Context: an optimization exercise on an open-source flow, tuned for small area, a short achievable clock period and few clock cycles per item. The choices shown serve that exercise and are no tape-out recipe.
The RTL was checked by simulation tests, not by an equivalence proof against the original design.
Power figures rest on the tool's default switching activity, not on a simulated workload.

== run 1 ==
==> flow/design.v (excerpt) <==
module aq_cache_dir (
    input  wire        clk,
    input  wire        rst,
    input  wire        req_valid,
    output wire        req_ready,
    input  wire [31:0] req_pa,
    input  wire        req_write,
    output wire        resp_valid,
    input  wire        resp_ready,
    output wire        resp_bypass,      
    output wire        resp_hit,
    output wire [1:0]  resp_way,         
    output wire        resp_fill,        
    output wire        resp_evict,       
    output wire [25:0] resp_evict_blk,   
    output wire [7:0]  resp_latency      
);
clock: 10.0 ns
lec_check: 0
cap_margin: 20
core_margin: 2
core_utilization: 55
cts_buf_list: sky130_fd_sc_hd__clkbuf_16
cts_cluster_diameter: 80
cts_cluster_size: 20
slew_margin: 20
tns_end_percent: 5
standard.sh (not shown) runs the stock make flow with config.mk's settings and CLKGATE_MAP_FILE= SYNTH_SCRIPT=/design/flow/synth_recipe.tcl, a recipe that flattens the netlist after the stock synthesis.
==> flow/flow/run.sh <==
#!/bin/bash
# Standard layout (the standard.sh, standard synthesis unchanged), with
#  - the setup repair margin raised so that repair_timing works on every path
#    slower than the period this design can reach, and
#  - the port buffers (one per input and output, as standard) made buf_4.
# The clock and constraints are the standard flow's.
set -euo pipefail
bash standard.sh SETUP_SLACK_MARGIN=7.0 "BUFFER_PORTS_ARGS=-buffer_cell sky130_fd_sc_hd__buf_4" finish > standard_flow.log 2>&1
Testbench counts of run 1, summed over its fixed seeds: cycles 24,024, items 24,000.
Relative to run 1, the following input files were edited for run 2:
# run 1
export LEC_CHECK = 0
export CAP_MARGIN = 20
export CORE_MARGIN = 2
export CORE_UTILIZATION = 55
export CTS_BUF_LIST = sky130_fd_sc_hd__clkbuf_16
export CTS_CLUSTER_DIAMETER = 80
export CTS_CLUSTER_SIZE = 20
export SLEW_MARGIN = 20
export TNS_END_PERCENT = 5
create_clock -name core_clock -period 10.0 [get_ports {clk}]
# run 2
export LEC_CHECK = 0
export CAP_MARGIN = 20
export CORE_MARGIN = 2
export CORE_UTILIZATION = 55
export CTS_BUF_LIST = sky130_fd_sc_hd__clkbuf_16
export CTS_CLUSTER_DIAMETER = 80
export CTS_CLUSTER_SIZE = 20
export SLEW_MARGIN = 20
export TNS_END_PERCENT = 20
create_clock -name core_clock -period 10.0 [get_ports {clk}]
-- flow/flow/run.sh --
<<< run 1, line 6
# The clock and constraints are the standard flow's.
set -euo pipefail
bash standard.sh SETUP_SLACK_MARGIN=7.0 "BUFFER_PORTS_ARGS=-buffer_cell sky130_fd_sc_hd__buf_4" finish > standard_flow.log 2>&1
>>> run 2, line 6
# The clock and constraints are the standard flow's.
set -euo pipefail
bash standard.sh SETUP_SLACK_MARGIN=6.8 "BUFFER_PORTS_ARGS=-buffer_cell sky130_fd_sc_hd__buf_4" finish > standard_flow.log 2>&1
--- outcome ---
On post-detailed-route via-to-cell ratio, run 1 and run 2 are basically level. Run 2 against run 1: global-route usage decreased 0.16 points; chip height has remained practically unchanged.
diff inputs: run 2 => run 3
# run 2
export LEC_CHECK = 0
export CAP_MARGIN = 20
export CORE_MARGIN = 2
export CORE_UTILIZATION = 55
export CTS_BUF_LIST = sky130_fd_sc_hd__clkbuf_16
export CTS_CLUSTER_DIAMETER = 80
export CTS_CLUSTER_SIZE = 20
export SLEW_MARGIN = 20
export TNS_END_PERCENT = 20
create_clock -name core_clock -period 10.0 [get_ports {clk}]
# run 3
export LEC_CHECK = 0
export CAP_MARGIN = 20
export CORE_MARGIN = 2
export CORE_UTILIZATION = 55
export CTS_BUF_LIST = sky130_fd_sc_hd__clkbuf_16
export CTS_CLUSTER_DIAMETER = 80
export CTS_CLUSTER_SIZE = 20
export SLEW_MARGIN = 20
export TNS_END_PERCENT = 5
create_clock -name core_clock -period 10.0 [get_ports {clk}]
==> comparison <==
Run 3 ended with every stage complete and zero timing, DRC or antenna violations.
Delay of the slowest cell on the worst path: run 2 and run 3 compared, higher one is run 2
Post-route clock period utilization ended up 0.39 points lower on run 3 than on run 2.
Run 3 vs run 2, cell depth of the worst flop-to-flop path went down by 1.
Final area delta (run 3 − run 2): favourable
For global-route usage over all layers, run 3 and run 2 come out practically identical.
Count of clock-buffer cells in the layout | run 3 above run 2
Comparing run 2 and run 3, final critical path time including I/O delays and setup is higher on run 2.
From run 2 to run 3 the numbers moved as follows: area occupied by registers saw little to no change; final cell count saw a decrease.

========
Another version of the RTL of aq_cache_dir (not shown whole).
Size: about 3200 flip-flops.
==> flow/config.mk <==
export PLATFORM = sky130hd
export DESIGN_NAME = aq_cache_dir
export DESIGN_NICKNAME = aq_cache_dir
export VERILOG_FILES = /design/flow/design.v
export SDC_FILE = /design/flow/constraint.sdc
export NUM_CORES = 4
export LEC_CHECK = 0
export CAP_MARGIN = 20
export CORE_MARGIN = 2
export CORE_UTILIZATION = 55
export SLEW_MARGIN = 20
==> flow/constraint.sdc <==
create_clock -name core_clock -period 10.0 [get_ports {clk}]
set_input_delay 2.0000 -clock core_clock [delete_from_list [all_inputs] [get_ports {clk}]]
set_output_delay 2.0000 -clock core_clock [all_outputs]
set_load 0.01 [all_outputs]
run.sh (not shown) runs the stock make flow with config.mk's settings and CLKGATE_MAP_FILE= SYNTH_SCRIPT=/design/flow/synth_recipe.tcl, a recipe that flattens the netlist after the stock synthesis.
Stock flow here: none of the scripts above is used.
Testbench counts at the start, summed over its fixed seeds: cycles 24,016, items 24,000.
Next try:
==> flow/flow/run.sh (new file) <==
#!/bin/bash
# Standard layout (the standard.sh, standard synthesis unchanged), with the
# setup repair margin raised so that repair_timing works on every path slower
# than the period this design can reach. The clock and constraints are the standard flow's.
set -euo pipefail
bash standard.sh SETUP_SLACK_MARGIN=6.6 finish > standard_flow.log 2>&1
==> flow/standard.sh (new file) <==
#!/bin/bash
# synth_recipe.tcl (not shown) runs the flow's synth.tcl, then flattens the netlist and writes it again
# the make line also repeats each setting of config.mk as NAME=value (left out here)
make -C /OpenROAD-flow-scripts/flow DESIGN_CONFIG=/design/flow/config.mk WORK_HOME=/design/flow/orfs CLKGATE_MAP_FILE= SYNTH_SCRIPT=/design/flow/synth_recipe.tcl "${@:-finish}"
removed: flow/run.sh
The new run passed the timing, DRC and antenna checks.
Maximum frequency goes up by well over a third.
Routed wire length rose by a quarter to a third.
Worst setup slack gets better by 1700 ps.
Power rose by a few percent.
Global-route usage rose by 4.8 points.
Final area rose by roughly a tenth.
Next try:
--- a/flow/config.mk
+++ b/flow/config.mk
@@ -10,2 +10,5 @@
 export CORE_UTILIZATION = 55
+export CTS_BUF_LIST = sky130_fd_sc_hd__clkbuf_16
+export CTS_CLUSTER_DIAMETER = 60
+export CTS_CLUSTER_SIZE = 30
 export SLEW_MARGIN = 20
What happened: Synthesized cell count is unchanged; final cell count shrinks by a few percent; cell area fell by a few percent; wire length is lower slightly; register-to-register slack gains 20 ps; flip-flop and latch count does not change; total power is lower by roughly a tenth; worst setup slack degrades by 210 ps; area after synthesis is unchanged; via count came out lower slightly; hold slack gains 4.0 ps.

## re-timing with driven ports
The results above use ideal ports. As a check the final layouts listed here were re-extracted and re-timed, cells and wires unchanged.
Step 1: set_driving_cell puts a clkbuf_16 on clk and a buf_2 on each other input, an assumption about the parent block.
Step 2 also shifts input and output timing later by t, the mid clock arrival at the registers, as if the neighbouring blocks saw the same clock.
Three values: ideal ports, drivers, drivers and shift; two values: the first two.
| run | t, ns | slack for setup (ns) | hold WS [ns] | worst setup path at the end | worst register clock-pin slew, ns |
|---|---|---|---|---|---|
| run 1 | 0.966 | 6.532 / 6.481 / 5.986 | 0.426 / 0.426 / 0.426 | input to register | 0.09 / 0.09 |
| run 2 | 0.972 | 6.458 / 6.458 / 6.026 | 0.459 / 0.459 / 0.459 | input to register | 0.09 / 0.09 |
| run 3 | 0.948 | 6.497 / 6.456 / 5.981 | 0.446 / 0.446 / 0.446 | input to register | 0.09 / 0.09 |
| the first run of note 2 | 1.010 | 4.537 / 4.568 / 3.558 | 0.449 / 0.449 / 0.449 | input to register | 0.07 / 0.07 |
| the second run of note 2 | 1.055 | 6.225 / 6.144 / 5.088 | 0.461 / 0.461 / 0.461 | input to register | 0.07 / 0.07 |
| the third run of note 2 | 1.001 | 6.011 / 5.925 / 4.924 | 0.465 / 0.465 / 0.465 | input to register | 0.11 / 0.11 |
After both steps every run listed still meets setup and hold. For the second run of note 2, which loses most, drivers alone change the setup slack by -0.081 ns; drivers and shift together by -1.137 ns.
